What follows belongs to an exercise in optimizing a design on an open flow for small area; a production flow would make more cautious choices.
In this exercise RTL edits were held to simulation tests only and were not proved equivalent to the original.
The clock port is modelled as an ideal driver; clocking choices that lean on that would not hold on a real chip.
No activity file was given, so power comes from the tool's default toggle rates.

[standard.sh]
#!/bin/bash
# synth_recipe.tcl (not shown) runs the flow's synth.tcl, then flattens the netlist and writes it again
# the make line also repeats each setting of config.mk as NAME=value (left out here)
make -C /OpenROAD-flow-scripts/flow DESIGN_CONFIG=/design/flow/config.mk WORK_HOME=/design/flow/orfs CLKGATE_MAP_FILE= SYNTH_SCRIPT=/design/flow/synth_recipe.tcl "${@:-finish}"
[design.v]
module gbn_sender (
    input  wire         clk,
    input  wire         rst,
    input  wire         start,
    output wire         src_next,
    input  wire         src_rsp,
    input  wire         src_exh,
    input  wire         src_last,
    input  wire [7:0]   src_len,
    input  wire [239:0] src_data,
    output wire         src_seek,
    output wire [11:0]  src_seek_idx,
    output wire         tx_valid,
    output wire [263:0] tx_frame,
    input  wire         tx_ready,
    input  wire         tx_err,
    output wire         rx_req,
    input  wire         rx_rsp,
    input  wire         rx_err,
    input  wire         rx_timeout,
    input  wire         rx_short,
    input  wire [23:0]  rx_hdr,
    output wire         ev_valid,
    output wire         ev_kind,
    output wire [2:0]   ev_seq,
    output wire         done,
    output wire         fault,
    output wire [3:0]   cause
);
    localparam [4:0] S_IDLE  = 5'b0_0000,
                     S_TOP   = 5'b0_0001,   
                     S_RWD   = 5'b0_0010,   
                     S_RSND  = 5'b0_0011,   
                     S_REQN  = 5'b0_0100,   
                     S_REQO  = 5'b0_0101,   
                     S_WAIT  = 5'b0_0110,   
                     S_EV    = 5'b0_0111,   
                     S_TXN   = 5'b0_1000,   
                     S_TXO   = 5'b0_1001,   
                     S_RSY   = 5'b0_1010,   
                     S_DONE  = 5'b0_1011;
    localparam [4:0] F_SHORT    = 5'b1_0001, F_FIELD     = 5'b1_0010,
                     F_SRC_ZERO = 5'b1_0011, F_CH_SEND   = 5'b1_0100,
                     F_CH_RECV  = 5'b1_0101, F_UNDERFLOW = 5'b1_0110,
                     F_OVERFLOW = 5'b1_0111, F_SRC_PROTO = 5'b1_1000;
    reg  [4:0]   state;
    reg  [2:0]   ns;          
    reg  [2:0]   outs;        
    reg  [11:0]  sent;        
    reg  [2:0]   k;           
    reg          do_nothing, resend, send_eot, src_done;
    reg  [239:0] pay;
    reg  [4:0]   len;
    wire outs_zero = (outs == 3'd0);
    wire in_tx = (state == S_TXN) || (state == S_TXO);
    assign src_next     = (state == S_REQN) || (state == S_REQO);
    assign src_seek     = (state == S_RSND) || ((state == S_RSY) && outs_zero);
    assign src_seek_idx = sent;
    assign tx_valid     = in_tx;
    wire [2:0] tx_seq   = ns - (k & {3{state == S_TXO}});
    assign tx_frame     = {pay, 3'd0, len, 5'd0, tx_seq, 6'd0, send_eot, 1'b1};
    assign rx_req       = (state == S_WAIT);
    assign ev_valid     = (state == S_EV);
    assign ev_kind      = send_eot;
    assign ev_seq       = k;
    assign done         = (state == S_DONE);
    assign fault        = state[4];
    assign cause        = state[3:0] & {4{state[4]}};
    wire load_d = src_next;
    wire hold   = in_tx;
    genvar g;
    generate
        for (g = 0; g < 30; g = g + 1) begin : g_pay
            wire m = load_d && (src_len[4:0] > g);
            always @(posedge clk)
                pay[8*g +: 8] <= (src_data[8*g +: 8] & {8{m}}) | (pay[8*g +: 8] & {8{hold}});
        end
    endgenerate
    always @(posedge clk)
        len <= (src_len[4:0] & {5{load_d}}) | (len & {5{hold}});
    wire [2:0] rx_seq  = rx_hdr[10:8];
    wire rx_illegal = (rx_hdr[7:2] != 6'd0) || (rx_hdr[15:11] != 5'd0) ||
                      (rx_hdr[23:16] > 8'd30);
    wire [1:0] rx_kind = rx_hdr[1:0];
    wire [2:0] left    = ns + ~k;             
    wire found         = (left < outs);
    wire late          = src_done && (outs < 3'd6) && (sent[2:0] == k);
    wire acked_zero    = (sent[11:3] == 9'd0) && (sent[2:0] == outs);
    always @(posedge clk) begin
        if (rst) begin
            state      <= S_IDLE;
            ns         <= 3'd0;
            outs       <= 3'd0;
            sent       <= 12'd0;
            do_nothing <= 1'b0;
            resend     <= 1'b0;
            send_eot   <= 1'b0;
            src_done   <= 1'b0;
        end else begin
            case (state)
                S_IDLE:
                    if (start)
                        state <= S_TOP;
                S_TOP:
                    if (send_eot)
                        state <= S_TXN;
                    else if (!do_nothing && !src_done && (outs != 3'd7))
                        state <= S_REQN;
                    else if (resend) begin
                        k     <= 3'd0;
                        state <= S_RWD;
                    end else
                        state <= S_WAIT;
                S_RWD:
                    if (k != outs) begin
                        sent <= sent - 12'd1;
                        k    <= k + 3'd1;
                    end else
                        state <= S_RSND;
                S_RSND:
                    if (k != 3'd0)
                        state <= S_REQO;
                    else begin
                        resend <= 1'b0;
                        state  <= S_WAIT;
                    end
                S_REQN, S_REQO:
                    if (src_rsp) begin
                        if (src_exh) begin
                            if (state == S_REQN) begin
                                src_done <= 1'b1;
                                state    <= S_TOP;
                            end else
                                state    <= F_SRC_PROTO;
                        end else if (src_len == 8'd0)
                            state <= F_SRC_ZERO;
                        else if (src_len > 8'd30)
                            state <= F_SRC_PROTO;
                        else if ((state == S_REQN) && (sent == 12'hFFF))
                            state <= F_OVERFLOW;
                        else if (state == S_REQN) begin
                            src_done <= src_last;
                            state    <= S_TXN;
                        end else
                            state    <= S_TXO;
                    end
                S_TXN, S_TXO:
                    if (tx_ready) begin
                        if (tx_err)
                            state <= F_CH_SEND;
                        else if (send_eot)
                            state <= S_WAIT;
                        else begin
                            sent <= sent + 12'd1;
                            if (state == S_TXN) begin
                                outs  <= outs + 3'd1;
                                ns    <= ns + 3'd1;
                                state <= S_TOP;
                            end else begin
                                k     <= k - 3'd1;
                                state <= S_RSND;
                            end
                        end
                    end
                S_WAIT:
                    if (rx_rsp) begin
                        k <= rx_seq;
                        if (rx_err)
                            state <= F_CH_RECV;
                        else if (rx_timeout) begin
                            if (!send_eot) begin
                                if (!outs_zero && !do_nothing)
                                    resend <= 1'b1;
                                if (outs_zero) begin
                                    do_nothing <= 1'b0;
                                    if (src_done)
                                        send_eot <= 1'b1;
                                end
                            end
                            state <= S_TOP;
                        end else if (rx_short)
                            state <= F_SHORT;
                        else if (rx_illegal)
                            state <= F_FIELD;
                        else if (send_eot) begin
                            if (rx_kind == 2'd2)
                                state <= S_EV;
                            else if (acked_zero)
                                state <= F_UNDERFLOW;
                            else begin
                                send_eot <= 1'b0;
                                sent     <= sent - 12'd1;
                                state    <= S_RSY;
                            end
                        end else if ((rx_kind == 2'd0) && !do_nothing)
                            state <= S_EV;
                        else
                            state <= S_TOP;
                    end
                S_EV:
                    if (send_eot)
                        state <= S_DONE;
                    else if (found) begin
                        outs  <= left;
                        state <= S_TOP;
                    end else if (late) begin
                        outs  <= 3'd0;
                        state <= S_TOP;
                    end else if (acked_zero)
                        state <= F_UNDERFLOW;
                    else begin
                        sent  <= sent - 12'd1;
                        state <= S_RSY;
                    end
                S_RSY:
                    if (!outs_zero) begin
                        sent <= sent - 12'd1;
                        outs <= outs - 3'd1;
                    end else begin
                        ns         <= k;
                        src_done   <= 1'b0;
                        do_nothing <= 1'b1;
                        state      <= S_TOP;
                    end
                default: ;
            endcase
        end
    end
endmodule
[config.mk]
export PLATFORM = sky130hd
export DESIGN_NAME = gbn_sender
export DESIGN_NICKNAME = gbn_sender
export VERILOG_FILES = /design/flow/design.v
export SDC_FILE = /design/flow/constraint.sdc
export NUM_CORES = 4
export LEC_CHECK = 0
export CAP_MARGIN = 20
export CORE_MARGIN = 2
export CORE_UTILIZATION = 60
export PLACE_DENSITY = 0.75
export SLEW_MARGIN = 20
[flow/run.sh]
#!/bin/bash
# Standard ORFS layout with two changes: the cell used for the port buffers
# (every input and output port still gets its own buffer) and the clock tree
# settings (larger sink clusters, no dummy loads).
set -euo pipefail
export BUFFER_PORTS_ARGS="-buffer_cell sky130_fd_sc_hd__buf_1"
export CTS_ARGS="-sink_clustering_enable -repair_clock_nets -buf_list sky130_fd_sc_hd__clkbuf_4 -sink_clustering_size 30 -sink_clustering_max_diameter 100 -dont_use_dummy_load"
bash standard.sh > standard_flow.log 2>&1
[constraint.sdc]
create_clock -name core_clock -period 10.0 [get_ports {clk}]
set_input_delay 2.0000 -clock core_clock [delete_from_list [all_inputs] [get_ports {clk}]]
set_output_delay 2.0000 -clock core_clock [all_outputs]
set_load 0.01 [all_outputs]
==> results of run 1 <==
cell families after synthesis:
kind of cell    count (synthesis)
xor+xnor                       25
mux                            10
buf+inv                        98
other cells                     2
simple gates                  202
compound gates                364
flops                         275
fa+ha+maj                      20
==> flow_metrics.tcl, run 1 <==
set metrics [dict create \
    status "aborted with a tool error" \
    haltStage "I/O pin placement" \
    error "[ERROR PPL-0024] Number of IO pins (575) exceeds maximum number of available positions (488). Increase the die perimeter from 547.28um to 782.00um." \
    synth_top_family_by_area "compound AO/OA/AOI/OAI gates" \
    die-height_um 137 \
    synth.most_common_cell "dfxtp_1" \
    synthArstFlopShare 0 \
    synth.largest_area_cell "dfxtp_1" \
    synth_cell_types 66 \
    synthAdderAreaFrac 0.0272 \
    die_w_um 137 \
    synthCells 996 \
    ys_top_cells_by_count "dfxtp_1 (272), a22o_1 (244), nor2_1 (57)" \
    rows 48 \
    synth_seq_cells 275 \
    syn_area_per_cell_um2 10.6 \
    ys_seq_area_frac 0.523 \
    yosys_warnings 1 \
    synthSimpleGateAreaFrac 0.0991 \
    synth_area_leaders "dfxtp_1 (51%), a22o_1 (20%), nor2_1 (2.0%)" \
    synth-main-ff-cell "dfxtp_1" \
    synth_top_area_share 0.514 \
    synth_xor_xnor_area_share 0.0207 \
    synth-compound-area-share 0.277 \
    synth_area_um2 10600 \
    synthMuxAreaShare 0.00946 \
    synth_edf_count 3 \
    start_util 0.612 \
]
==> run 2: changes to the inputs <==
--- a/flow/run.sh
+++ b/flow/run.sh
@@ -6,3 +6,3 @@
 export BUFFER_PORTS_ARGS="-buffer_cell sky130_fd_sc_hd__buf_1"
-export CTS_ARGS="-sink_clustering_enable -repair_clock_nets -buf_list sky130_fd_sc_hd__clkbuf_4 -sink_clustering_size 30 -sink_clustering_max_diameter 100 -dont_use_dummy_load"
+export CTS_ARGS="-sink_clustering_enable -repair_clock_nets -buf_list sky130_fd_sc_hd__clkbuf_8 -sink_clustering_size 20 -sink_clustering_max_diameter 60 -dont_use_dummy_load"
 bash standard.sh > standard_flow.log 2>&1
--- a/config.mk
+++ b/config.mk
@@ -9,4 +9,4 @@
 export CORE_MARGIN = 2
-export CORE_UTILIZATION = 60
-export PLACE_DENSITY = 0.75
+export CORE_UTILIZATION = 30
+export PLACE_DENSITY = 0.8
 export SLEW_MARGIN = 20
==> run 2 against run 1 <==
Now clean on timing, DRC and antenna. Synthesized cell count unchanged. Area after synthesis unchanged.
==> flow_metrics.tcl, run 2 <==
set metrics [dict create \
    finalSetupViolCount 0 \
    antenna-diode-count 0 \
    dp_hpwl_um 33100 \
    cts_buffers 22 \
    min_period_over_period 0.484 \
    fin_area_um2 13300 \
    clockRootBuffer "clkbuf_8" \
    cts_resized 0 \
    area_growth_syn_to_layout_pct 25.6 \
    die_w_um 192 \
    syn_area_per_cell_um2 10.6 \
    worst_pin_slew_ns 1.00 \
    hold_violations 0 \
    layout-drive-gt1-share 0.0322 \
    place_congestion 0.893 \
    die-height_um 192 \
    final_common_cell "buf_1" \
    die-area_um2 36800 \
    clock-sinks 275 \
    grt_pass1_vias 9681 \
    synth_cell_types 66 \
    synth_top_area_share 0.514 \
    insertion_delay_ns 0.57 \
    portBuffers 559 \
    final_nets 1830 \
    ant_nets 0 \
    drt_iter0_markers 794 \
    path_class "flip-flop to output port" \
    yosys_warnings 1 \
    p_leak_nw 4.88 \
    drv_cap 0 \
    peakVddDrop_uv 111 \
    wire_per_inst_um 21.2 \
    rsz0062_at_grt "no" \
    grt_start_max_net_pins 98 \
    hp-class "flip-flop to flip-flop" \
    placed_area_um2 13000 \
    path_clk_slew_ns 0.09 \
    synth.most_common_cell "dfxtp_1" \
    grt_overflow_total 0 \
    cts_tree "yes" \
    cts.path.max_buffers 3 \
    grt_pass1_wl_um 58500 \
    hold_path_depth 2 \
    slew_viol_final 0 \
    start_kind "flip-flop" \
    grt.total_usage 0.209 \
    layout_common_cells "buf_1 (559), dfxtp_1 (272), a22o_1 (244), nor2_1 (57), a21oi_1 (37)" \
    finalWirelength_um 42000 \
    drc 0 \
    fmaxAchievable_mhz 207 \
    synth.largest_area_cell "dfxtp_1" \
    synthCells 996 \
    worst_ep_required_time_ns 8.00 \
    dr.pass1.iters 5 \
    synth_seq_cells 275 \
    ys_top_cells_by_count "dfxtp_1 (272), a22o_1 (244), nor2_1 (57)" \
    io_pins 575 \
    crit_arrival_ns 2.84 \
    largestRegisters "pay: 240 flops, sent: 12 flops" \
    largest_register_ffs 240 \
    layout_min_cycle_time_ns 4.84 \
    hold_ws_ns 0.450 \
    top_register "pay" \
    synthArstFlopShare 0 \
    cts_hold_buf 0 \
    fp.coreArea_um2 34600 \
    synth_area_leaders "dfxtp_1 (51%), a22o_1 (20%), nor2_1 (2.0%)" \
    post-cts-setup-buffer-count 0 \
    routed_via_density 5.30 \
    ys_seq_area_frac 0.523 \
    synth_edf_count 3 \
    slew_headroom 0.331 \
    clock_skew_ns 0.0480 \
    cp_max_fo 18 \
    start_util 0.306 \
    vias 10494 \
    pwr_density_cell_nw_per_um2 142 \
    htree_levels 1 \
    rr_worst_depth 12 \
    end_kind "output port" \
    rows 68 \
    antenna_found_initial 3 \
    status "complete, no violations" \
    synth-main-ff-cell "dfxtp_1" \
    tns_ns 0 \
    synth_area_um2 10600 \
]
run 2: per-layer routing:
layer | global-route usage | up-vias | wire [um]
met5 | 0 | - | 41
met4 | 0.101 | 6 | 2110
met3 | 0.0358 | 84 | 3520
met2 | 0.352 | 606 | 19900
met1 | 0.260 | 5029 | 16400
li1 | - | 4769 | -
run 2: critical path: stages, from the launching register on:
cell,delay (ns)
dfxtp_1,0.69
nand2b_4,0.27
nor3_2,0.06
and3_1,0.22
ha_1,0.19
fa_1,0.38
xor2_1,0.16
xnor2_1,0.16
buf_1,0.17
run 2: final cells by class:
class | instances | area (um^2)
fill | 3455 | 21300
tap | 455 | 569
multi-input combinational | 636 | 4650
timing repair buffer | 565 | 2140
inverter | 26 | 97.6
sequential | 275 | 5540
clock buffer | 22 | 303
run 2: final timing paths:
kind                        to     start  slack (ns)
setup / recovery  tx_frame[10]  state[2]        5.16
hold / removal          len[4]    len[4]        0.45
setup reg to reg      sent[10]  state[3]        5.87
hold reg to reg         len[4]    len[4]        0.45
run 2: stage by stage:
stage | util | setup slack [ns] | power (mW) | instances
floorplan | - | 5.66 | 1.26 | 1009
global placement | 0.375 | 5.47 | 1.36 | 1957
detailed placement | 0.375 | 5.43 | 1.36 | 1957
CTS | 0.384 | 5.14 | 1.90 | 1979
global route | 0.384 | 5.03 | 1.96 | 1979
finish | 0.384 | 5.16 | 1.89 | 1979
run 2: cell families after synthesis:
| kind of cell | Yosys count | synth area share |
|---|---|---|
| compound gates | 364 | 0.277 |
| flops | 275 | 0.523 |
| simple gates | 202 | 0.0991 |
| buf+inv | 98 | 0.0431 |
| xor+xnor | 25 | 0.0207 |
| fa+ha+maj | 20 | 0.0272 |
| mux | 10 | 0.00946 |
| other cells | 2 | 0.000709 |
run 2: where the power goes:
group	total (mW)	internal, mW	switching [mW]
Sequential	1.15	1.12	0.0249
Combinational	0.191	0.0722	0.119
Clock	0.548	0.198	0.351
==> run 3: changes to the inputs <==
--- a/config.mk
+++ b/config.mk
@@ -10,3 +10,3 @@
 export CORE_UTILIZATION = 30
-export PLACE_DENSITY = 0.8
+export PLACE_DENSITY = 0.5
 export SLEW_MARGIN = 20
==> run 3 against run 2 <==
Wire length rose by 2.1%. Utilization rose by 0.33 points. Non-clock buffer count fell by 1. Total power rose by 3.9%. First-iteration DRC count fell by 19%. Flip-flop and latch count did not move. Worst hold slack got worse by 0.0055 ns. Register-to-register slack got worse by 0.02 ns. Setup slack improved by 0.022 ns. Die area did not move. Critical path type unchanged. Largest power group unchanged.
==> flow_metrics.tcl, run 3 <==
set metrics [dict create \
    status "complete, no violations" \
    path_class "flip-flop to output port" \
    synth.largest_area_cell "dfxtp_1" \
    area_growth_syn_to_layout_pct 26.7 \
    slew_headroom 0.274 \
    layout_min_cycle_time_ns 4.82 \
    rr_startpoint "state[3]" \
    vias 10005 \
    fmaxAchievable_mhz 208 \
    grt_start_max_net_pins 191 \
    grt_pass1_vias 9299 \
    synth_edf_count 3 \
    swShare 0.260 \
    worst_pin_slew_ns 1.09 \
    synth_top_area_share 0.514 \
    yosys_warnings 1 \
    hold_ws_ns 0.444 \
    ys_seq_area_frac 0.523 \
    cts.path.max_buffers 3 \
    drv_cap 0 \
    ant_nets 0 \
    utilization 0.387 \
    end_kind "output port" \
    htree_levels 1 \
    worstSetupStartpoint "state[2]" \
    cts_buffers 29 \
    p_comb_frac 0.095 \
    synthArstFlopShare 0 \
    pwr_density_cell_nw_per_um2 146 \
    insertion_delay_ns 0.61 \
    final_nets 1836 \
    clock-sinks 275 \
    fp.coreArea_um2 34600 \
    layout_common_cells "buf_1 (559), dfxtp_1 (272), a22o_1 (244), nor2_1 (57), a21oi_1 (37)" \
    path_clk_slew_ns 0.06 \
    finalSetupViolCount 0 \
    hp-class "flip-flop to flip-flop" \
    fillers 3618 \
    synth_cell_types 66 \
    ff2ff_setup_slack_ns 5.85 \
    critPathMaxStageDelay_ns 0.62 \
    synth.most_common_cell "dfxtp_1" \
    clock_skew_ns 0.0517 \
    start_kind "flip-flop" \
    hp-start "len[4]" \
    synth_seq_cells 275 \
    wire_per_inst_um 21.5 \
    peakVddDrop_uv 100 \
    routed_via_density 5.03 \
    portBuffers 559 \
    largestRegisters "pay: 240 flops, sent: 12 flops" \
    cts_tree "yes" \
    slew_viol_final 0 \
    p_int_mw 1.45 \
    dr.pass1.iters 5 \
    drc 0 \
    grt.total_usage 0.214 \
    hold_violations 0 \
    cts_resized 0 \
    finalWirelength_um 42900 \
    ys_top_cells_by_count "dfxtp_1 (272), a22o_1 (244), nor2_1 (57)" \
    cp_max_fo 18 \
    grt_overflow_total 0 \
    tns_ns 0 \
    dpl.cell_count 1956 \
    start_util 0.306 \
    p_leak_nw 4.93 \
    fin_area_um2 13400 \
    final_cells 1990 \
    synth-main-ff-cell "dfxtp_1" \
    synth_area_um2 10600 \
    clockRootBuffer "clkbuf_8" \
    top_register "pay" \
    min_period_over_period 0.482 \
    largest_register_ffs 240 \
    syn_area_per_cell_um2 10.6 \
    synthCells 996 \
    grt_pass1_wl_um 58900 \
    slowest_stage "dfxtp_1" \
    die-height_um 192 \
    placed_area_um2 13000 \
    crit_arrival_ns 2.82 \
    post-cts-setup-buffer-count 0 \
    p_seq_frac 0.585 \
    place_congestion 0.834 \
    final_common_cell "buf_1" \
    cts_hold_buf 0 \
    p_switching_mw 0.509 \
    clkPwrFrac 0.320 \
    synth_area_leaders "dfxtp_1 (51%), a22o_1 (20%), nor2_1 (2.0%)" \
    layout-drive-gt1-share 0.0359 \
    rows 68 \
    worst_ep_required_time_ns 8.00 \
    die_w_um 192 \
    drt_iter0_markers 641 \
    dp_hpwl_um 33400 \
    die-area_um2 36800 \
    io_pins 575 \
    rsz0062_at_grt "no" \
    cp_cell_sequence "nand2b_4, nor3_2, and3_1, ha_1, fa_1, xor2_1, xnor2_1, buf_1" \
    antenna_found_initial 4 \
]
[run 3: cell counts after synthesis]
No cell type changed its count.
[run 3: worst max-delay path: cells and delay by family (launching register included)]
family | cells | cell delay (ns)
XOR/XNOR | 2 | 0.35
AND/OR/NAND/NOR | 3 | 0.54
adder cells (fa/ha/maj) | 2 | 0.56
buffers and inverters | 1 | 0.17
flip-flops | 1 | 0.62
[run 3: worst paths after layout]
path                   to  cells after the start
max reg2reg      sent[10]                     11
min reg2reg        len[4]                      2
min                len[4]                      2
max          tx_frame[10]                      8
[run 3: cell type report]
| cell class | instances | area, um^2 | area share |
|---|---|---|---|
| antenna | 5 | 12.5 | 0.000933 |
| clock buffer | 29 | 399 | 0.0298 |
| inverter | 26 | 97.6 | 0.00728 |
| multi-input combinational | 636 | 4650 | 0.347 |
| sequential | 275 | 5540 | 0.413 |
| tap | 455 | 569 | 0.0425 |
| timing repair buffer | 564 | 2150 | 0.160 |
[run 3: per-layer routing]
layer	global-route usage	routed length [um]	up-vias
met2	0.384	21600	473
met1	0.250	16400	4678
met3	0.0510	3440	69
met5	0	13	-
met4	0.0710	1360	2
li1	-	-	4783
[run 3: through the flow]
stage	worst slack (ns)	power, mW
final	5.18	1.96
after global routing	4.99	2.05
after CTS	5.12	1.99
after detailed placement	5.36	1.36
after global placement	5.45	1.36
after floorplan	5.66	1.26
[run 3: logic make-up (layout without fill, tap and decap cells)]
kind of cell	count (synthesis)	count (layout)	share of synthesized area
adders and majority gates	20	20	0.0272
AOI/OAI and AO/OA	364	364	0.277
muxes	10	10	0.00946
other	2	20	0.000709
DFF	275	275	0.523
and+or+nand+nor	202	202	0.0991
buffers and inverters	98	619	0.0431
xor gates and xnor gates	25	25	0.0207
[run 3: power by group through the flow]
stage	Combinational, mW	Clock, mW	Sequential [mW]
2_1_floorplan	0.0892	0	1.17
3_3_place_gp	0.186	0	1.17
3_5_place_dp	0.187	0	1.17
4_1_cts	0.188	0.658	1.15
5_1_grt	0.205	0.695	1.15
6_report	0.186	0.628	1.15
==> run 4: changes to the inputs <==
==> flow/run.sh (replaced) <==
#!/bin/bash
# Standard ORFS layout with three changes:
#  - after the standard synthesis, its combinational gates are re-mapped by
#    ABC for area (flow/resyn.tcl); registers keep their names and cells;
#  - the port buffers use the smallest buffer cell (every input and output
#    port still gets its own buffer);
#  - clock tree settings: larger sink clusters, no dummy loads.
set -euo pipefail
HERE=$(pwd)
R=$HERE/orfs/results/$FLOW_PLATFORM/gbn_sender/base
bash standard.sh synth > synth_flow.log 2>&1
cp $R/1_2_yosys.v $HERE/standard_synth.v
export LIB_FILE=$FLOW_HOME/platforms/sky130hd/lib/sky130_fd_sc_hd__tt_025C_1v80.lib
export DONT_USE_CELLS="$(grep -o 'dont_use [A-Za-z0-9_]*' orfs/logs/$FLOW_PLATFORM/gbn_sender/base/1_2_yosys.log | awk '{print $2}' | sort -u | tr '\n' ' ')"
export RESYN_NETLIST=$HERE/standard_synth.v
export RESYN_OUT=$HERE/resyn.v
export RESYN_LOG_DIR=$HERE
# registers: every cell type in the netlist whose name marks a flip-flop, plus tie cells
export RESYN_KEEP="$(grep -o 'sky130_fd_sc_hd__[a-z0-9]*_[0-9]*' standard_synth.v | sort -u | grep -E '__(dfx|dfr|dfs|dfb|edf|sdf|dlx|dlr|conb)' | tr '\n' ' ')"
YOSYS=$FLOW_HOME/../tools/install/yosys/bin/yosys
[[ -x $YOSYS ]] || YOSYS=yosys
export RESYN_T=60
$YOSYS -c flow/resyn.tcl > resyn_yosys.log 2>&1
cp $RESYN_OUT $R/1_2_yosys.v
rm -f $R/1_synth.odb $R/1_synth.sdc
export BUFFER_PORTS_ARGS="-buffer_cell sky130_fd_sc_hd__buf_1"
export CTS_ARGS="-sink_clustering_enable -repair_clock_nets -buf_list sky130_fd_sc_hd__clkbuf_8 -sink_clustering_size 20 -sink_clustering_max_diameter 60 -dont_use_dummy_load"
bash standard.sh > standard_flow.log 2>&1
==> flow/resyn.tcl (new file) <==
# Re-map the combinational logic of the standard synthesis netlist for area.
# The registers (and tie cells) are kept as they are, with their names and
# cell types; only the gates between them are re-optimised by ABC.
yosys -import
set lib $::env(LIB_FILE)
set netlist $::env(RESYN_NETLIST)
read_liberty -ignore_miss_func $lib
read_verilog $netlist
hierarchy -top $::env(FLOW_TOP)
# every cell with a clock pin, and the tie cells, stays a black box
set keep {}
foreach c [split $::env(RESYN_KEEP) " "] { if {$c ne ""} { lappend keep $c } }
blackbox {*}$keep
flatten
# the wires of the flattened gates must not keep public names
yosys rename -hide w:*.*
opt_clean -purge
tee -o $::env(RESYN_LOG_DIR)/resyn_stat_before.txt stat -liberty $lib
set du {}
foreach c $::env(DONT_USE_CELLS) { lappend du -dont_use $c }
abc -liberty $lib {*}$du -script "+strash;&get -n;&deepsyn -T $::env(RESYN_T);&put;&get -n;&dch -f;&nf -R 1000;&put"
opt_clean -purge
hilomap -hicell sky130_fd_sc_hd__conb_1 HI -locell sky130_fd_sc_hd__conb_1 LO
insbuf -buf sky130_fd_sc_hd__buf_1 A X
splitnets
opt_clean -purge
tee -o $::env(RESYN_LOG_DIR)/resyn_stat_after.txt stat -liberty $lib
write_verilog -noattr -nohex -nodec $::env(RESYN_OUT)
==> run 4 against run 3 <==
Still clean on timing, DRC and antenna. Wire length fell by 6.9%. Clock power fell by 3.7%. First-iteration DRC count fell by 30%. Total power rose by 32%. Count of clock-buffer cells in the layout fell by 2. Critical path depth fell by 4. Via count fell by 5.2%. Global-route usage rose by 0.79 points. Utilization rose by 1.4 points. Worst hold slack got worse by 0.0041 ns. Largest cell class unchanged.
==> flow_metrics.tcl, run 4 <==
set metrics [dict create \
    io_pins 575 \
    rsz0062_at_grt "no" \
    drc 0 \
    dr.pass1.iters 5 \
    die-height_um 183 \
    cp_max_fo 82 \
    swShare 0.340 \
    grt_overflow_total 0 \
    fillers 3315 \
    layout-drive-gt1-share 0.0259 \
    cts_buffers 27 \
    critical-path-top-delay-family "buffers and inverters" \
    die-area_um2 33600 \
    slew_viol_final 0 \
    ant_nets 0 \
    p_int_mw 1.71 \
    layout_min_cycle_time_ns 4.99 \
    wire_per_inst_um 21.3 \
    largest_register_ffs 240 \
    top_usage_layer "met2" \
    rows 65 \
    grt.total_usage 0.222 \
    path_clk_slew_ns 0.06 \
    end_kind "output port" \
    hold_ws_ns 0.440 \
    portBuffers 559 \
    grt_start_max_net_pins 88 \
    cp_cell_sequence "nand2b_1, nor3_4, buf_4, buf_1" \
    finalWirelength_um 39900 \
    routed_via_density 5.06 \
    hp-class "flip-flop to flip-flop" \
    tns_ns 0 \
    antenna_found_initial 3 \
    layout.area.seq_um2 5540 \
    hold_violations 0 \
    clkPwrFrac 0.234 \
    p_leak_nw 4.72 \
    peakVddDrop_uv 91.7 \
    dp_hpwl_um 30800 \
    die_w_um 183 \
    vias 9485 \
    use_met1 0.257 \
    worst_ep_required_time_ns 8.00 \
    post-cts-setup-buffer-count 0 \
    synthCells 880 \
    pwr_density_cell_nw_per_um2 204 \
    final_common_cell "buf_1" \
    use_met2 0.396 \
    worst_pin_slew_ns 1.04 \
    critPathMaxStageDelay_ns 0.82 \
    cp.buffers_inverters 2 \
    clockRootBuffer "clkbuf_8" \
    slowest_stage "buf_4" \
    insertion_delay_ns 0.61 \
    p_seq_frac 0.513 \
    grt_pass1_vias 9123 \
    grt_use_met3 0.0596 \
    cts.path.max_buffers 3 \
    drt_iter0_markers 450 \
    min_period_over_period 0.499 \
    p_comb_frac 0.252 \
    crit_arrival_ns 2.99 \
    grt_pass1_wl_um 56800 \
    slew_headroom 0.308 \
    fmaxAchievable_mhz 200 \
    drv_cap 0 \
    place_congestion 0.877 \
    syn_area_per_cell_um2 10.9 \
    yosys_warnings 1 \
    fp.coreArea_um2 31600 \
    p_switching_mw 0.878 \
    clock_skew_ns 0.0700 \
    clock-sinks 275 \
    synth_area_um2 9630 \
    cts_hold_buf 0 \
    cts_resized 0 \
    final_nets 1755 \
    status "complete, no violations" \
    multi_input_area_um2 4060 \
    largestRegisters "pay: 240 flops, sent: 12 flops" \
    htree_levels 1 \
    cts_tree "yes" \
    layout_common_cells "buf_1 (559), dfxtp_1 (272), a22o_1 (243), nor2_1 (55), nand2_1 (51)" \
    top_register "pay" \
    finalSetupViolCount 0 \
    path_class "flip-flop to output port" \
    start_kind "flip-flop" \
    start_util 0.305 \
    area_growth_syn_to_layout_pct 31.6 \
]
==> run 4: final timing paths <==
| check | cells after the start | startpoint | endpoint | slack (ns) |
|---|---|---|---|---|
| worst max register to register | 7 | state[3] | pay[36] | 6.18 |
| worst max-delay path | 4 | state[3] | tx_valid | 5.01 |
| worst min-delay path | 2 | len[3] | len[3] | 0.44 |
| worst min register to register | 2 | len[3] | len[3] | 0.44 |
==> run 4: per-layer routing <==
| layer | wire length, um | share of wire | vias up |
|---|---|---|---|
| li1 | - | - | 4550 |
| met1 | 15500 | 0.39 | 4445 |
| met2 | 19900 | 0.50 | 427 |
| met3 | 3250 | 0.081 | 63 |
| met4 | 1200 | 0.030 | 0 |
| met5 | 0 | 0 | - |
==> run 4: layout make-up <==
type / instances / area share
multi-input combinational: 591 / 0.320
timing repair buffer: 568 / 0.171
sequential: 275 / 0.437
clock buffer: 27 / 0.0293
inverter: 8 / 0.00237
antenna: 3 / 0.000592
tap: 402 / 0.0397
==> run 4: worst register-to-register path: stages, from the launching register on <==
cell	delay (ns)
dfxtp_1	0.48
nor2_1	0.43
nand3b_1	0.41
clkinv_1	0.44
nand2_1	0.36
nand3_1	0.55
a21boi_0	0.85
a22o_1	0.23
==> run 4: through the flow <==
stage | setup WS [ns] | cell area (um^2) | power [mW] | utilization | cells
after floorplan | 1.69 | 9690 | 1.69 | - | 893
after global placement | 4.97 | 12300 | 2.01 | 0.390 | 1844
after detailed placement | 4.89 | 12300 | 2.01 | 0.390 | 1844
after CTS | 4.98 | 12700 | 2.62 | 0.401 | 1871
after global routing | 4.76 | 12700 | 2.73 | 0.402 | 1873
final | 5.01 | 12700 | 2.58 | 0.402 | 1874
==> run 4: power by group through the flow <==
stage                     logic, mW  registers, mW  clock network, mW
after floorplan               0.281           1.41                  0
after global placement        0.658           1.35                  0
after detailed placement      0.660           1.35                  0
after CTS                     0.662           1.33              0.632
after global routing          0.712           1.34              0.671
final                         0.652           1.33              0.605
==> run 5: changes to the inputs <==
==> flow/run.sh (replaced) <==
#!/bin/bash
# Standard ORFS layout with three changes:
#  - after the standard synthesis, its combinational gates are re-mapped by
#    ABC for area (flow/resyn.tcl); registers keep their names and cells;
#  - the port buffers use the smallest buffer cell (every input and output
#    port still gets its own buffer);
#  - clock tree: several sink-clustering settings are tried on the placed
#    design (flow/cts_try.tcl) and the one with the least clock buffer area
#    whose clock-pin slew stays well under the limit is used, without dummy
#    loads.
set -euo pipefail
HERE=$(pwd)
R=$HERE/orfs/results/$FLOW_PLATFORM/gbn_sender/base
L=$HERE/orfs/logs/$FLOW_PLATFORM/gbn_sender/base
OPENROAD=$FLOW_HOME/../tools/install/OpenROAD/bin/openroad
[[ -x $OPENROAD ]] || OPENROAD=openroad
YOSYS=$FLOW_HOME/../tools/install/yosys/bin/yosys
[[ -x $YOSYS ]] || YOSYS=yosys

# 1. standard synthesis, then area re-mapping of its gates
bash standard.sh synth > synth_flow.log 2>&1
cp $R/1_2_yosys.v $HERE/standard_synth.v
export LIB_FILE=$FLOW_HOME/platforms/sky130hd/lib/sky130_fd_sc_hd__tt_025C_1v80.lib
export DONT_USE_CELLS="$(grep -o 'dont_use [A-Za-z0-9_]*' $L/1_2_yosys.log | awk '{print $2}' | sort -u | tr '\n' ' ')"
export RESYN_NETLIST=$HERE/standard_synth.v
export RESYN_OUT=$HERE/resyn.v
export RESYN_LOG_DIR=$HERE
export RESYN_T=60
# registers (every flip-flop cell type in the netlist) and tie cells stay as they are
export RESYN_KEEP="$(grep -o 'sky130_fd_sc_hd__[a-z0-9]*_[0-9]*' standard_synth.v | sort -u | grep -E '__(dfx|dfr|dfs|dfb|edf|sdf|dlx|dlr|conb)' | tr '\n' ' ')"
$YOSYS -c flow/resyn.tcl > resyn_yosys.log 2>&1
cp $RESYN_OUT $R/1_2_yosys.v
rm -f $R/1_synth.odb $R/1_synth.sdc

# 2. floorplan and placement, port buffers of the smallest buffer cell
export BUFFER_PORTS_ARGS="-buffer_cell sky130_fd_sc_hd__buf_1"
bash standard.sh place > place_flow.log 2>&1

# 3. pick the clock tree setting
C4=sky130_fd_sc_hd__clkbuf_4; C8=sky130_fd_sc_hd__clkbuf_8; C16=sky130_fd_sc_hd__clkbuf_16
TRIES=(
  "$C4 8 40" "$C4 8 50" "$C4 8 60" "$C4 10 40" "$C4 10 50" "$C4 10 60" "$C4 12 50" "$C4 15 60"
  "$C8 16 50" "$C8 16 60" "$C8 20 50" "$C8 20 60" "$C8 20 80" "$C8 25 70"
  "$C16 30 70" "$C16 30 80"
)
export TRY_ODB=$R/3_place.odb TRY_SDC=$R/3_place.sdc
: > cts_try.log
i=0
for t in "${TRIES[@]}"; do
  set -- $t
  (
    export TRY_ARGS="-sink_clustering_enable -repair_clock_nets -dont_use_dummy_load -buf_list $1 -sink_clustering_size $2 -sink_clustering_max_diameter $3"
    r=$($OPENROAD -no_init -exit flow/cts_try.tcl > cts_try_$i.log 2>&1; grep TRY_RESULT cts_try_$i.log || true)
    echo "$t $r" >> cts_try.log
  ) &
  i=$((i+1))
  if (( i % ${NUM_CORES:-4} == 0 )); then wait; fi
done
wait
BEST=$(awk '$4=="TRY_RESULT" && $6+0 < 0.100 {print $5, $1, $2, $3}' cts_try.log | sort -g | head -1)
if [[ -n "$BEST" ]]; then
  set -- $BEST
  CTS_PICK="-buf_list $2 -sink_clustering_size $3 -sink_clustering_max_diameter $4"
else
  CTS_PICK="-buf_list $C8 -sink_clustering_size 20 -sink_clustering_max_diameter 40"
fi
echo "picked: $CTS_PICK" >> cts_try.log
export CTS_ARGS="-sink_clustering_enable -repair_clock_nets -dont_use_dummy_load $CTS_PICK"

# 4. the rest of the standard flow
bash standard.sh > standard_flow.log 2>&1
==> flow/cts_try.tcl (new file) <==
# Try one clock tree setting on the placed design and report the clock
# buffer area and the worst flip-flop clock-pin slew (placement parasitics).
set P $::env(FLOW_HOME)/platforms/sky130hd
read_lef $P/lef/sky130_fd_sc_hd.tlef
read_lef $P/lef/sky130_fd_sc_hd_merged.lef
read_liberty $P/lib/sky130_fd_sc_hd__tt_025C_1v80.lib
read_db $::env(TRY_ODB)
read_sdc $::env(TRY_SDC)
source $P/setRC.tcl
set_dont_use $::env(DONT_USE_CELLS)
repair_clock_inverters
eval clock_tree_synthesis $::env(TRY_ARGS)
set_propagated_clock [all_clocks]
estimate_parasitics -placement
set a 0
foreach inst [[ord::get_db_block] getInsts] {
  set m [$inst getMaster]
  if {[string match "*clkbuf*" [$m getName]]} {
    set a [expr {$a + [$m getWidth] * [$m getHeight] / 1e6}]
  }
}
set worst 0
foreach pin [get_pins -hierarchical */CLK] {
  set s [get_property $pin slew_max]
  if {$s > $worst} { set worst $s }
}
puts "TRY_RESULT $a $worst"
==> run 5 against run 4 <==
Still clean. Utilization decreased by 0.12 points. Worst hold slack improved by 0.0030 ns. Fmax decreased by 1.6%. Register-to-register slack better by 0.04 ns. Flip-flop and latch count did not move. Wire length rose by 0.85%. Area after synthesis is the same. Via count increased by 1.2%. Critical path type unchanged. Critical endpoint unchanged. Largest cell class unchanged.
==> flow_metrics.tcl, run 5 <==
set metrics [dict create \
    grt.total_usage 0.226 \
    cts_tree "yes" \
    drt_iter0_markers 503 \
    slew_headroom 0.308 \
    dpl.cell_count 1844 \
    start_kind "flip-flop" \
    fillers 3340 \
    wire_per_inst_um 21.3 \
    cts_hold_buf 0 \
    grt_pass1_wl_um 57400 \
    hp-class "flip-flop to flip-flop" \
    routed_via_density 5.07 \
    rows 65 \
    drc 0 \
    die-area_um2 33600 \
    min_period_over_period 0.507 \
    cts_resized 0 \
    slew_viol_final 0 \
    io_pins 575 \
    slowest_stage "buf_4" \
    rr_worst_depth 13 \
    syn_area_per_cell_um2 10.9 \
    antenna_found_initial 5 \
    yosys_warnings 1 \
    hold_path_depth 2 \
    r2r_end "sent[11]" \
    cp_max_fo 82 \
    end_kind "output port" \
    worst_pin_slew_ns 1.04 \
    path_clk_slew_ns 0.09 \
    grt_start_max_net_pins 88 \
    whs_endpoint "len[3]" \
    finalSetupViolCount 0 \
    final_common_cell "buf_1" \
    hp-start "len[3]" \
    top_register "pay" \
    die-height_um 183 \
    final_nets 1772 \
    rr_startpoint "state[3]" \
    tns_ns 0 \
    peakVddDrop_uv 79.5 \
    ant_nets 0 \
    grt_pass1_vias 9265 \
    path_class "flip-flop to output port" \
    drv_cap 0 \
    dp_hpwl_um 30800 \
    final_cells 1892 \
    largestRegisters "pay: 240 flops, sent: 12 flops" \
    cp_cell_sequence "nand2b_1, nor3_4, buf_4, buf_1" \
    pwr_density_cell_nw_per_um2 202 \
    layout_common_cells "buf_1 (559), dfxtp_1 (272), a22o_1 (243), nor2_1 (55), nand2_1 (51)" \
    finalWirelength_um 40200 \
    ff2ff_setup_slack_ns 6.22 \
    crit_arrival_ns 3.07 \
    worst_ep_required_time_ns 8.00 \
    critPathMaxStageDelay_ns 0.81 \
    cts_buffers 44 \
    layout_min_cycle_time_ns 5.07 \
    status "complete, no violations" \
    rsz0062_at_grt "no" \
    layout.area.seq_um2 5540 \
    clock-sinks 275 \
    largest_register_ffs 240 \
    synthCells 880 \
    insertion_delay_ns 0.63 \
    start_util 0.305 \
    grt_overflow_total 0 \
    synth_area_um2 9630 \
    portBuffers 559 \
    die_w_um 183 \
    dpl_worst_slack_ns 4.89 \
    fmaxAchievable_mhz 197 \
    fp.coreArea_um2 31600 \
    area_growth_syn_to_layout_pct 31.2 \
    p_leak_nw 4.73 \
    layout-drive-gt1-share 0.0370 \
    hold_violations 0 \
    place_congestion 0.877 \
    post-cts-setup-buffer-count 0 \
    vias 9596 \
    multi_input_area_um2 4060 \
    dr.pass1.iters 6 \
    finalWorstSetupSlack_ns 4.93 \
    clock_skew_ns 0.0341 \
]
-- run 5: final cells by class --
cell class | instances | area share
antenna | 4 | 0.000792
clock buffer | 44 | 0.0261
inverter | 8 | 0.00238
multi-input combinational | 591 | 0.321
sequential | 275 | 0.438
tap | 402 | 0.0398
timing repair buffer | 568 | 0.171
-- run 5: power breakdown --
part	leakage, nW	internal [mW]	switching, mW
clock	0.202	0.202	0.376
combinational	2.29	0.227	0.423
sequential	2.23	1.24	0.0877
total	4.73	1.67	0.886
-- run 5: per-stage QoR --
stage,cell area [um^2],power [mW],hold slack [ns],utilization
6_report,12600,2.55,0.443,0.400
5_1_grt,12600,2.71,0.474,0.400
4_1_cts,12600,2.60,0.447,0.400
3_5_place_dp,12300,2.01,0.437,0.390
3_3_place_gp,12300,2.01,0.434,0.390
2_1_floorplan,9690,1.69,0.467,-
-- run 5: worst max-delay path by stage --
stage	startpoint	to	slack [ns]	cells after the start
finish	state[3]	tx_valid	4.93	4
global route	state[1]	src_seek	4.65	7
global placement	rx_hdr[13]	sent[11]	4.97	16
floorplan	state[3]	tx_frame[10]	1.69	7
CTS	state[3]	tx_valid	4.89	4
detailed placement	rx_hdr[13]	sent[11]	4.89	16
-- run 5: routing by layer --
| metal | up-vias | global-route usage | part of all wire | wire, um |
|---|---|---|---|---|
| li1 | 4604 | - | - | - |
| met1 | 4495 | 0.258 | 0.39 | 15700 |
| met2 | 423 | 0.399 | 0.50 | 20200 |
| met3 | 72 | 0.0673 | 0.081 | 3250 |
| met4 | 2 | 0.0781 | 0.027 | 1090 |
| met5 | - | 0 | 0.00032 | 13 |
-- run 5: critical path: cells and delay by family, from the launching register on --
kind | cells | cell delay [ns]
DFF | 1 | 0.67
and+or+nand+nor | 2 | 0.68
buffers and inverters | 2 | 1.03
==> run 6: changes to the inputs <==
--- a/design.v
+++ b/design.v
@@ -40,3 +40,4 @@
                      S_RSY   = 5'b0_1010,   
-                     S_DONE  = 5'b0_1011;
+                     S_DONE  = 5'b0_1011,
+                     S_SKT   = 5'b0_1100;   
     localparam [4:0] F_SHORT    = 5'b1_0001, F_FIELD     = 5'b1_0010,
@@ -56,6 +57,6 @@
     assign src_next     = (state == S_REQN) || (state == S_REQO);
-    assign src_seek     = (state == S_RSND) || ((state == S_RSY) && outs_zero);
+    assign src_seek     = (state == S_RSND) || (state == S_SKT);
     assign src_seek_idx = sent;
     assign tx_valid     = in_tx;
-    wire [2:0] tx_seq   = ns - (k & {3{state == S_TXO}});
+    wire [2:0] tx_seq   = ns;
     assign tx_frame     = {pay, 3'd0, len, 5'd0, tx_seq, 6'd0, send_eot, 1'b1};
@@ -116,7 +117,10 @@
                         sent <= sent - 12'd1;
+                        ns   <= ns - 3'd1;
                         k    <= k + 3'd1;
-                    end else
+                    end else begin
+                        k     <= 3'd0;
                         state <= S_RSND;
+                    end
                 S_RSND:
-                    if (k != 3'd0)
+                    if (k != outs)
                         state <= S_REQO;
@@ -159,3 +163,4 @@
                             end else begin
-                                k     <= k - 3'd1;
+                                ns    <= ns + 3'd1;
+                                k     <= k + 3'd1;
                                 state <= S_RSND;
@@ -191,3 +196,2 @@
                                 send_eot <= 1'b0;
-                                sent     <= sent - 12'd1;
                                 state    <= S_RSY;
@@ -210,16 +214,17 @@
                         state <= F_UNDERFLOW;
-                    else begin
-                        sent  <= sent - 12'd1;
+                    else
                         state <= S_RSY;
-                    end
-                S_RSY:
-                    if (!outs_zero) begin
-                        sent <= sent - 12'd1;
+                S_RSY: begin
+                    sent <= sent - 12'd1;
+                    if (!outs_zero)
                         outs <= outs - 3'd1;
-                    end else begin
-                        ns         <= k;
-                        src_done   <= 1'b0;
-                        do_nothing <= 1'b1;
-                        state      <= S_TOP;
-                    end
+                    else
+                        state <= S_SKT;
+                end
+                S_SKT: begin
+                    ns         <= k;
+                    src_done   <= 1'b0;
+                    do_nothing <= 1'b1;
+                    state      <= S_TOP;
+                end
                 default: ;
==> run 6 against run 5 <==
Still clean on timing, DRC and antenna. Via count decreased by 0.25%. Sequential share of layout area increased by 0.45 points. Clock skew increased by 0.050 ns. Worst hold slack improved by 0.0027 ns. Critical path depth unchanged. Count of clock-buffer cells in the layout unchanged. Total power increased by 11%. Setup slack improved by 0.50 ns. Utilization decreased by 0.20 points. Area after synthesis decreased by 1.3%. First-iteration DRC count increased by 9.1%. Critical endpoint is now src_next.
==> flow_metrics.tcl, run 6 <==
set metrics [dict create \
    status "complete, no violations" \
    crit_arrival_ns 2.57 \
    clock_skew_ns 0.0836 \
    insertion_delay_ns 0.68 \
    layout_common_cells "buf_1 (559), dfxtp_1 (272), a22o_1 (242), nand2_1 (54), nor2_1 (53)" \
    min_period_over_period 0.457 \
    wire_per_inst_um 22.8 \
    worst_pin_slew_ns 1.09 \
    finalSetupViolCount 0 \
    path_clk_slew_ns 0.10 \
    cts_hold_buf 0 \
    portBuffers 559 \
    p_int_mw 1.74 \
    cts_tree "yes" \
    hp-start "len[3]" \
    pwr_density_cell_nw_per_um2 227 \
    grt.total_usage 0.246 \
    largestRegisters "pay: 240 flops, sent: 12 flops" \
    cp_max_fo 16 \
    grt_overflow_total 0 \
    cts_resized 0 \
    area_growth_syn_to_layout_pct 31.5 \
    post-cts-setup-buffer-count 0 \
    fillers 3287 \
    clock-sinks 275 \
    grt_pass1_wl_um 60900 \
    antenna_found_initial 5 \
    dp_hpwl_um 33500 \
    final_common_cell "buf_1" \
    multi_input_area_um2 3930 \
    cts_buffers 44 \
    drt_iter0_markers 549 \
    grt_pass1_vias 9174 \
    start_util 0.303 \
    rr_startpoint "state[4]" \
    start_kind "flip-flop" \
    place_congestion 0.897 \
    yosys_warnings 1 \
    clkPwrFrac 0.206 \
    die_w_um 182 \
    rows 65 \
    die-height_um 182 \
    peakVddDrop_uv 116 \
    final_nets 1756 \
    worstSetupStartpoint "state[4]" \
    p_comb_frac 0.312 \
    path_class "flip-flop to output port" \
    fmaxAchievable_mhz 219 \
    utilization 0.398 \
    routed_via_density 5.11 \
    slew_headroom 0.275 \
    vias 9572 \
    drv_cap 0 \
    fp.coreArea_um2 31400 \
    slew_viol_final 0 \
    swShare 0.386 \
    hold_violations 0 \
    grt_start_max_net_pins 197 \
    p_seq_frac 0.482 \
    end_kind "output port" \
    layout.area.seq_um2 5540 \
    syn_area_per_cell_um2 11.0 \
    synth_area_um2 9510 \
    ant_nets 0 \
    hp-class "flip-flop to flip-flop" \
    worst_ep_required_time_ns 8.00 \
    layout-drive-gt1-share 0.0354 \
    synthCells 865 \
    dr.pass1.iters 5 \
    tns_ns 0 \
    drc 0 \
    top_register "pay" \
    rsz0062_at_grt "no" \
    die-area_um2 33100 \
    largest_register_ffs 240 \
    finalWirelength_um 42800 \
    p_switching_mw 1.10 \
    p_leak_nw 4.62 \
    layout_min_cycle_time_ns 4.57 \
    io_pins 575 \
]
## run 6: power by group through the flow
stage,sequential (mW),combinational [mW],clock [mW]
floorplan,1.43,0.435,0
global placement,1.39,0.897,0
detailed placement,1.39,0.899,0
global route,1.39,0.973,0.658
CTS,1.37,0.901,0.616
finish,1.37,0.886,0.585
## run 6: stage by stage
step                hold slack, ns  power, mW  setup WS [ns]  std cells  instance area, um^2
detailed placement           0.433       2.29           5.74       1828                12200
floorplan                    0.452       1.87          0.270        878                 9560
finish                       0.446       2.84           5.43       1875                12500
global placement             0.430       2.29           5.84       1828                12200
global route                 0.480       3.02           5.22       1874                12500
CTS                          0.448       2.89           5.39       1872                12500
## run 6: area by class of cell
type	instances	share of cell area
Sequential cell	275	0.443
Clock buffer	44	0.0264
Multi-Input combinational cell	575	0.314
Inverter	10	0.00300
Timing Repair Buffer	566	0.173
Antenna cell	3	0.000600
Tap cell	402	0.0402
## run 6: per-layer routing
metal,global-route usage,part of all wire
met5,0,0.00030
met4,0.0748,0.029
met3,0.0696,0.078
met2,0.440,0.50
met1,0.284,0.39
## run 6: path summary, 6_finish.rpt
| path | end | slack, ns | depth (start not counted) |
|---|---|---|---|
| max | src_next | 5.43 | 4 |
| min | len[3] | 0.45 | 2 |
| max reg2reg | pay[101] | 6.55 | 7 |
| min reg2reg | len[3] | 0.45 | 2 |
## run 6: worst max-delay path, stage by stage (launching register included)
cell      delay (ns)
dfxtp_1         0.77
nor2_1          0.22
nand2_1         0.36
clkinv_1        0.38
buf_1           0.24
==> run 7: changes to the inputs <==
--- a/design.v
+++ b/design.v
@@ -74,3 +74,3 @@
         for (g = 0; g < 30; g = g + 1) begin : g_pay
-            wire m = load_d && (src_len[4:0] > g);
+            wire m = load_d && ((g == 0) || (src_len[4:0] > g));
             always @(posedge clk)
--- a/flow/run.sh
+++ b/flow/run.sh
@@ -42,2 +42,3 @@
   "$C4 8 40" "$C4 8 50" "$C4 8 60" "$C4 10 40" "$C4 10 50" "$C4 10 60" "$C4 12 50" "$C4 15 60"
+  "$C4 9 50" "$C4 9 55" "$C4 8 55" "$C4 10 45" "$C4 12 40" "$C4 6 60" "$C4 6 80" "$C8 18 55"
   "$C8 16 50" "$C8 16 60" "$C8 20 50" "$C8 20 60" "$C8 20 80" "$C8 25 70"
@@ -59,3 +60,3 @@
 wait
-BEST=$(awk '$4=="TRY_RESULT" && $6+0 < 0.100 {print $5, $1, $2, $3}' cts_try.log | sort -g | head -1)
+BEST=$(awk '$4=="TRY_RESULT" && $6+0 < 0.110 {print $5, $1, $2, $3}' cts_try.log | sort -g | head -1)
 if [[ -n "$BEST" ]]; then
--- a/flow/resyn.tcl
+++ b/flow/resyn.tcl
@@ -20,3 +20,3 @@
 foreach c $::env(DONT_USE_CELLS) { lappend du -dont_use $c }
-abc -liberty $lib {*}$du -script "+strash;&get -n;&deepsyn -T $::env(RESYN_T);&put;&get -n;&dch -f;&nf -R 1000;&put"
+abc -liberty $lib {*}$du -script "+strash;&get -n;&deepsyn -T $::env(RESYN_T);&put;&get -n;&dch -f;&nf -R 1000;&st;&dch -f;&nf -R 1000;&put"
 opt_clean -purge
==> run 7 against run 6 <==
Sequential power about the same. Sequential share of layout area rose by 0.42 points. Register-to-register slack worse by 0.45 ns. Count of clock-buffer cells in the layout shrank 4. Clock skew shrank 0.036 ns. Critical path type unchanged. Critical endpoint unchanged. Largest cell class unchanged.
==> flow_metrics.tcl, run 7 <==
set metrics [dict create \
    status "complete, no violations" \
    start_kind "flip-flop" \
    fmaxAchievable_mhz 216 \
    hold_ws_ns 0.444 \
    cp.buffers_inverters 3 \
    syn_area_per_cell_um2 11.0 \
    whs_endpoint "len[3]" \
    synthCells 855 \
    start_util 0.306 \
    io_pins 575 \
    synth_area_um2 9440 \
    peakVddDrop_uv 81.8 \
    layout_common_cells "buf_1 (559), dfxtp_1 (272), a22o_1 (242), nor2_1 (50), nand2_1 (45)" \
    rsz0062_at_grt "no" \
    hp-class "flip-flop to flip-flop" \
    hold_violations 0 \
    grt_start_max_net_pins 98 \
    clock_skew_ns 0.0474 \
    grt_pass1_wl_um 58300 \
    final_common_cell "buf_1" \
    largest_register_ffs 240 \
    path_class "flip-flop to output port" \
    end_kind "output port" \
    cts_hold_buf 0 \
    cts_resized 0 \
    clock-sinks 275 \
    hp-start "len[3]" \
    area_growth_syn_to_layout_pct 31.2 \
    insertion_delay_ns 0.65 \
    layout_min_cycle_time_ns 4.64 \
    die-area_um2 32900 \
    final_nets 1742 \
    rr_worst_depth 7 \
    ff2ff_setup_slack_ns 6.10 \
    worst_ep_required_time_ns 8.00 \
    wire_per_inst_um 21.6 \
    top_register "pay" \
    place_congestion 0.891 \
    largestRegisters "pay: 240 flops, sent: 12 flops" \
    die-height_um 181 \
    post-cts-setup-buffer-count 0 \
    r2r_end "pay[35]" \
    p_leak_nw 4.59 \
    path_clk_slew_ns 0.09 \
    slew_headroom 0.267 \
    grt_pass1_vias 9212 \
    dp_hpwl_um 31000 \
    yosys_warnings 1 \
    slowest_stage "clkinv_1" \
    vias 9379 \
    ant_nets 0 \
    fillers 3287 \
    tns_ns 0 \
    cp_max_fo 19 \
    utilization 0.402 \
    min_period_over_period 0.464 \
    layout-drive-gt1-share 0.0343 \
    slew_viol_final 0 \
    cp_cell_sequence "buf_4, nand2b_1, or3_1, clkinv_1, buf_1" \
    grt.total_usage 0.233 \
    crit_arrival_ns 2.64 \
    antenna_found_initial 3 \
    dr.pass1.iters 6 \
    rr_startpoint "state[3]" \
    portBuffers 559 \
    routed_via_density 5.06 \
    drc 0 \
    grt_overflow_total 0 \
    finalSetupViolCount 0 \
    worst_pin_slew_ns 1.09 \
    critical-path-top-delay-family "buffers and inverters" \
    hold_path_depth 2 \
    drv_cap 0 \
    rows 64 \
    critPathMaxStageDelay_ns 0.69 \
    drt_iter0_markers 455 \
    fp.coreArea_um2 30800 \
    die_w_um 181 \
    pwr_density_cell_nw_per_um2 226 \
    cts_tree "yes" \
    finalWirelength_um 40000 \
    cts_buffers 40 \
]
==> run 7: changes by cell type in the layout (fill, tap and decap cells not counted), sizes merged, moves of 4 or more <==
cell / before / now
nand2: 54 / 45
clkinv: 10 / 17
o21a: 8 / 3
a21oi: 29 / 35
nand4: 5 / 1
nand3: 16 / 11
nor3: 23 / 12
clkbuf: 44 / 40
o21ai: 32 / 36
nor4: 4 / 12
nor2b: 5 / 10
==> run 7: how the worst max path moves through the flow <==
stage                     from       end  slack, ns  cells after the start
floorplan             state[4]  sent[11]       3.56                     11
global placement    src_len[4]  pay[193]       5.60                      6
detailed placement  src_len[4]  pay[199]       5.52                      6
CTS                   state[1]  src_next       5.25                      5
global route          state[1]  src_next       5.11                      5
finish                state[1]  src_next       5.36                      5
==> run 7: area by class of cell <==
type	instances	area, um^2	share of cell area
Sequential cell	275	5540	0.447
Clock buffer	40	300	0.0242
Inverter	17	68.8	0.00555
Multi-Input combinational cell	558	3830	0.310
Timing Repair Buffer	566	2150	0.174
Tap cell	396	495	0.0400
Antenna cell	2	5.00	0.000404
==> run 7: power breakdown <==
part           total [mW]  leakage [nW]  switching, mW  internal, mW
clock network       0.559         0.184          0.375         0.185
registers            1.37          2.23          0.117          1.25
logic               0.867          2.17          0.564         0.303
total                2.80          4.59           1.06          1.74
==> run 7: per-stage QoR <==
stage | std cells | setup WS (ns) | power (mW) | cell area, um^2
6_report | 1854 | 5.36 | 2.80 | 12400
5_1_grt | 1854 | 5.11 | 2.97 | 12400
4_1_cts | 1852 | 5.25 | 2.84 | 12400
3_5_place_dp | 1812 | 5.52 | 2.27 | 12100
3_3_place_gp | 1812 | 5.60 | 2.27 | 12100
2_1_floorplan | 868 | 3.56 | 1.87 | 9490
==> run 7: per-layer routing <==
metal	vias up	wire (um)	global-route usage
met5	-	11	0
met4	2	1150	0.0784
met3	61	2750	0.0540
met2	433	19900	0.413
met1	4412	16200	0.276
li1	4471	-	-
==> run 7: tightest hold or removal path, stage by stage, from the launching register on <==
cell and delay, ns:
dfxtp_1 0.32, nand2_1 0.05, nand2_1 0.04
==> run 8: changes to the inputs <==
--- a/design.v
+++ b/design.v
@@ -192,4 +192,2 @@
                                 state <= S_EV;
-                            else if (acked_zero)
-                                state <= F_UNDERFLOW;
                             else begin
@@ -212,13 +210,14 @@
                         state <= S_TOP;
-                    end else if (acked_zero)
+                    end else
+                        state <= S_RSY;
+                S_RSY:
+                    if (acked_zero)
                         state <= F_UNDERFLOW;
-                    else
-                        state <= S_RSY;
-                S_RSY: begin
-                    sent <= sent - 12'd1;
-                    if (!outs_zero)
-                        outs <= outs - 3'd1;
-                    else
-                        state <= S_SKT;
-                end
+                    else begin
+                        sent <= sent - 12'd1;
+                        if (!outs_zero)
+                            outs <= outs - 3'd1;
+                        else
+                            state <= S_SKT;
+                    end
                 S_SKT: begin
--- a/flow/run.sh
+++ b/flow/run.sh
@@ -9,3 +9,4 @@
 #    whose clock-pin slew stays well under the limit is used, without dummy
-#    loads.
+#    loads; if the routed slew (flow/clk_slew.tcl) is still too close to the
+#    limit, the layout is redone from the clock tree with a tighter setting.
 set -euo pipefail
@@ -60,13 +61,21 @@
 wait
-BEST=$(awk '$4=="TRY_RESULT" && $6+0 < 0.110 {print $5, $1, $2, $3}' cts_try.log | sort -g | head -1)
-if [[ -n "$BEST" ]]; then
-  set -- $BEST
-  CTS_PICK="-buf_list $2 -sink_clustering_size $3 -sink_clustering_max_diameter $4"
-else
-  CTS_PICK="-buf_list $C8 -sink_clustering_size 20 -sink_clustering_max_diameter 40"
-fi
-echo "picked: $CTS_PICK" >> cts_try.log
-export CTS_ARGS="-sink_clustering_enable -repair_clock_nets -dont_use_dummy_load $CTS_PICK"
+# candidates under the estimated-slew bound, least clock buffer area first
+awk '$4=="TRY_RESULT" && $6+0 < 0.100 {print $5, $6, $1, $2, $3}' cts_try.log | sort -g > cts_cands.log
+if [[ ! -s cts_cands.log ]]; then echo "0 0 $C8 20 40" > cts_cands.log; fi
 
-# 4. the rest of the standard flow
-bash standard.sh > standard_flow.log 2>&1
+export CHK_ODB=$R/6_final.odb CHK_SDC=$R/6_final.sdc CHK_SPEF=$R/6_final.spef
+LIMIT_EST=1
+for attempt in 1 2 3; do
+  PICK=$(awk -v lim=$LIMIT_EST '$2+0 < lim {print; exit}' cts_cands.log)
+  [[ -n "$PICK" ]] || PICK=$(sort -k2 -g cts_cands.log | head -1)
+  set -- $PICK
+  LIMIT_EST=$(awk -v s=$2 'BEGIN {print s - 0.006}')
+  export CTS_ARGS="-sink_clustering_enable -repair_clock_nets -dont_use_dummy_load -buf_list $3 -sink_clustering_size $4 -sink_clustering_max_diameter $5"
+  echo "attempt $attempt: $CTS_ARGS" >> cts_try.log
+  rm -f $R/4_* $R/5_* $R/6_* out/final.def
+  bash standard.sh > standard_flow_$attempt.log 2>&1
+  $OPENROAD -no_init -exit flow/clk_slew.tcl > clk_slew_$attempt.log 2>&1 || true
+  SLEW=$(awk '/^CLK_SLEW/ {print $2}' clk_slew_$attempt.log)
+  echo "attempt $attempt: routed clock-pin slew ${SLEW:-unknown} ps" >> cts_try.log
+  if [[ -n "$SLEW" ]] && awk -v s=$SLEW 'BEGIN {exit !(s < 110)}'; then break; fi
+done
==> flow/clk_slew.tcl (new file) <==
# Worst flip-flop clock-pin slew of the finished layout, with ORFS's own
# extracted parasitics (both edges, early and late), in ps.
set P $::env(FLOW_HOME)/platforms/sky130hd
read_lef $P/lef/sky130_fd_sc_hd.tlef
read_lef $P/lef/sky130_fd_sc_hd_merged.lef
read_liberty $P/lib/sky130_fd_sc_hd__tt_025C_1v80.lib
read_db $::env(CHK_ODB)
read_sdc $::env(CHK_SDC)
read_spef $::env(CHK_SPEF)
set_propagated_clock [all_clocks]
set worst 0
foreach pin [get_pins -hierarchical */CLK] {
  foreach a {min max} {
    foreach e {rise fall} {
      set s [get_property $pin slew_${a}_$e]
      if {[string is double -strict $s] && $s > $worst} { set worst $s }
    }
  }
}
puts "CLK_SLEW [expr {$worst * 1000.0}]"
--- a/config.mk
+++ b/config.mk
@@ -9,3 +9,3 @@
 export CORE_MARGIN = 2
-export CORE_UTILIZATION = 30
+export CORE_UTILIZATION = 36
 export PLACE_DENSITY = 0.5
==> run 8 against run 7 <==
Die area shrank 16%. Flip-flop and latch count is the same. Sequential power is essentially flat. Largest cell class unchanged. Highest routed layer unchanged.
==> flow_metrics.tcl, run 8 <==
set metrics [dict create \
    status "complete, no violations" \
    rsz0062_at_grt "no" \
    grt_pass1_wl_um 59800 \
    p_leak_nw 4.60 \
    cts_hold_buf 0 \
    die_w_um 166 \
    yosys_warnings 1 \
    p_seq_frac 0.478 \
    drc 0 \
    critPathMaxStageDelay_ns 0.77 \
    dp_hpwl_um 31500 \
    largestRegisters "pay: 240 flops, sent: 12 flops" \
    area_growth_syn_to_layout_pct 30.5 \
    cts_tree "yes" \
    final_nets 1740 \
    ant_nets 0 \
    utilization 0.476 \
    p_int_mw 1.73 \
    path_clk_slew_ns 0.10 \
    die-area_um2 27700 \
    hold_ws_ns 0.444 \
    pwr_density_cell_nw_per_um2 231 \
    cts_resized 0 \
    io_pins 575 \
    layout_common_cells "buf_1 (559), dfxtp_1 (272), a22o_1 (244), nand2_1 (47), nor2_1 (43)" \
    clkPwrFrac 0.196 \
    worst_ep_required_time_ns 8.00 \
    antenna_found_initial 3 \
    grt_overflow_total 0 \
    finalSetupViolCount 0 \
    crit_arrival_ns 2.95 \
    worst_pin_slew_ns 1.05 \
    synthCells 850 \
    start_kind "flip-flop" \
    top_register "pay" \
    largest_register_ffs 240 \
    drv_cap 0 \
    hold_violations 0 \
    p_switching_mw 1.12 \
    swShare 0.394 \
    clock-sinks 275 \
    tns_ns 0 \
    vias 9557 \
    post-cts-setup-buffer-count 0 \
    clock_skew_ns 0.0585 \
    layout-drive-gt1-share 0.0351 \
    place_congestion 0.935 \
    fin_area_um2 12400 \
    start_util 0.365 \
    layout_min_cycle_time_ns 4.95 \
    cp_max_fo 17 \
    hp-class "flip-flop to flip-flop" \
    min_period_over_period 0.495 \
    rr_worst_depth 14 \
    hold_path_depth 2 \
    slew_viol_final 0 \
    wire_per_inst_um 22.7 \
    peakVddDrop_uv 109 \
    grt.total_usage 0.282 \
    fmaxAchievable_mhz 202 \
    dr.pass1.iters 5 \
    routed_via_density 5.33 \
    cts_buffers 41 \
    p_comb_frac 0.325 \
    final_common_cell "buf_1" \
    rows 59 \
    slew_headroom 0.291 \
    grt_pass1_vias 9046 \
    synth_area_um2 9480 \
    syn_area_per_cell_um2 11.2 \
    insertion_delay_ns 0.66 \
    finalWirelength_um 40700 \
    die-height_um 166 \
    dpl.cell_count 1748 \
    portBuffers 559 \
    placed_area_um2 12100 \
    fp.coreArea_um2 26000 \
    grt_start_max_net_pins 100 \
    path_class "flip-flop to output port" \
    end_kind "output port" \
    drt_iter0_markers 553 \
    final_cells 1792 \
    cp_cell_sequence "clkinv_1, or3_1, nor2_1, buf_1" \
    slowest_stage "dfxtp_1" \
]
-- run 8: layout make-up --
| type | instances | area, um^2 |
|---|---|---|
| tap | 335 | 419 |
| inverter | 12 | 52.6 |
| antenna | 3 | 7.51 |
| fill | 2664 | 13600 |
| clock buffer | 41 | 308 |
| sequential | 275 | 5540 |
| timing repair buffer | 568 | 2170 |
| multi-input combinational | 558 | 3880 |
-- run 8: per-stage QoR --
| step | setup WS (ns) | total power [mW] |
|---|---|---|
| global placement | 5.27 | 2.32 |
| floorplan | 3.04 | 1.91 |
| CTS | 5.06 | 2.88 |
| detailed placement | 5.23 | 2.32 |
| finish | 5.05 | 2.85 |
| global route | 4.85 | 3.03 |
-- run 8: final timing paths --
check / startpoint / to / slack (ns)
max reg2reg: state[1] / sent[10] / 5.91
max: state[1] / rx_req / 5.05
min reg2reg: len[4] / len[4] / 0.44
min: len[4] / len[4] / 0.44
-- run 8: worst max-delay path, delay by kind of cell, from the launching register on --
family                 cells  cell delay [ns]
and+or+nand+nor            2             1.00
DFF                        1             0.77
buffers and inverters      2             0.51
-- run 8: per-layer routing --
layer  GRT usage  wire (um)  vias to the layer above
li1            -          -                     4469
met1       0.348      16400                     4563
met2       0.487      19900                      451
met3      0.0686       3160                       72
met4      0.0866       1210                        2
met5           0         14                        -
-- run 8: power groups by stage --
stage	registers, mW	clock network, mW	logic (mW)
after floorplan	1.42	0	0.495
final	1.37	0.560	0.929
after CTS	1.36	0.582	0.932
after detailed placement	1.39	0	0.929
after global placement	1.39	0	0.933
after global routing	1.38	0.625	1.02

-- re-timing with driven ports --
How much do the figures lean on ideal ports? The routed layouts below were timed once more, with nothing changed but the port constraints. Step 1 sets driving cells, clkbuf_16 on the clock port and buf_2 on the other inputs (assumed; they add their load-dependent delay and slew). Step 2 times the ports against the registers' clock, not the clock port: input delays grow and output delays shrink by t, the midpoint of the rising clock arrivals with the driver on. Three values: ideal ports, drivers, drivers and shift; two values: the first two.
run | shift t [ns] | slack for setup (ns) | worst setup path after step 2
run 2 | 0.593 | 5.161 / 5.114 / 5.322 | input to register
run 3 | 0.631 | 5.183 / 5.139 / 5.368 | input to register
run 4 | 0.612 | 5.009 / 4.964 / 4.967 | input to register
run 5 | 0.671 | 4.929 / 4.882 / 4.939 | input to register
run 6 | 0.684 | 5.429 / 5.383 / 5.633 | input to register
run 7 | 0.658 | 5.361 / 5.317 / 5.569 | input to register
run 8 | 0.676 | 5.054 / 5.004 / 5.163 | input to register
After both steps every run listed still meets setup and hold. For run 4, which loses most, drivers alone change the setup slack by -0.045 ns; drivers and shift together by -0.042 ns.
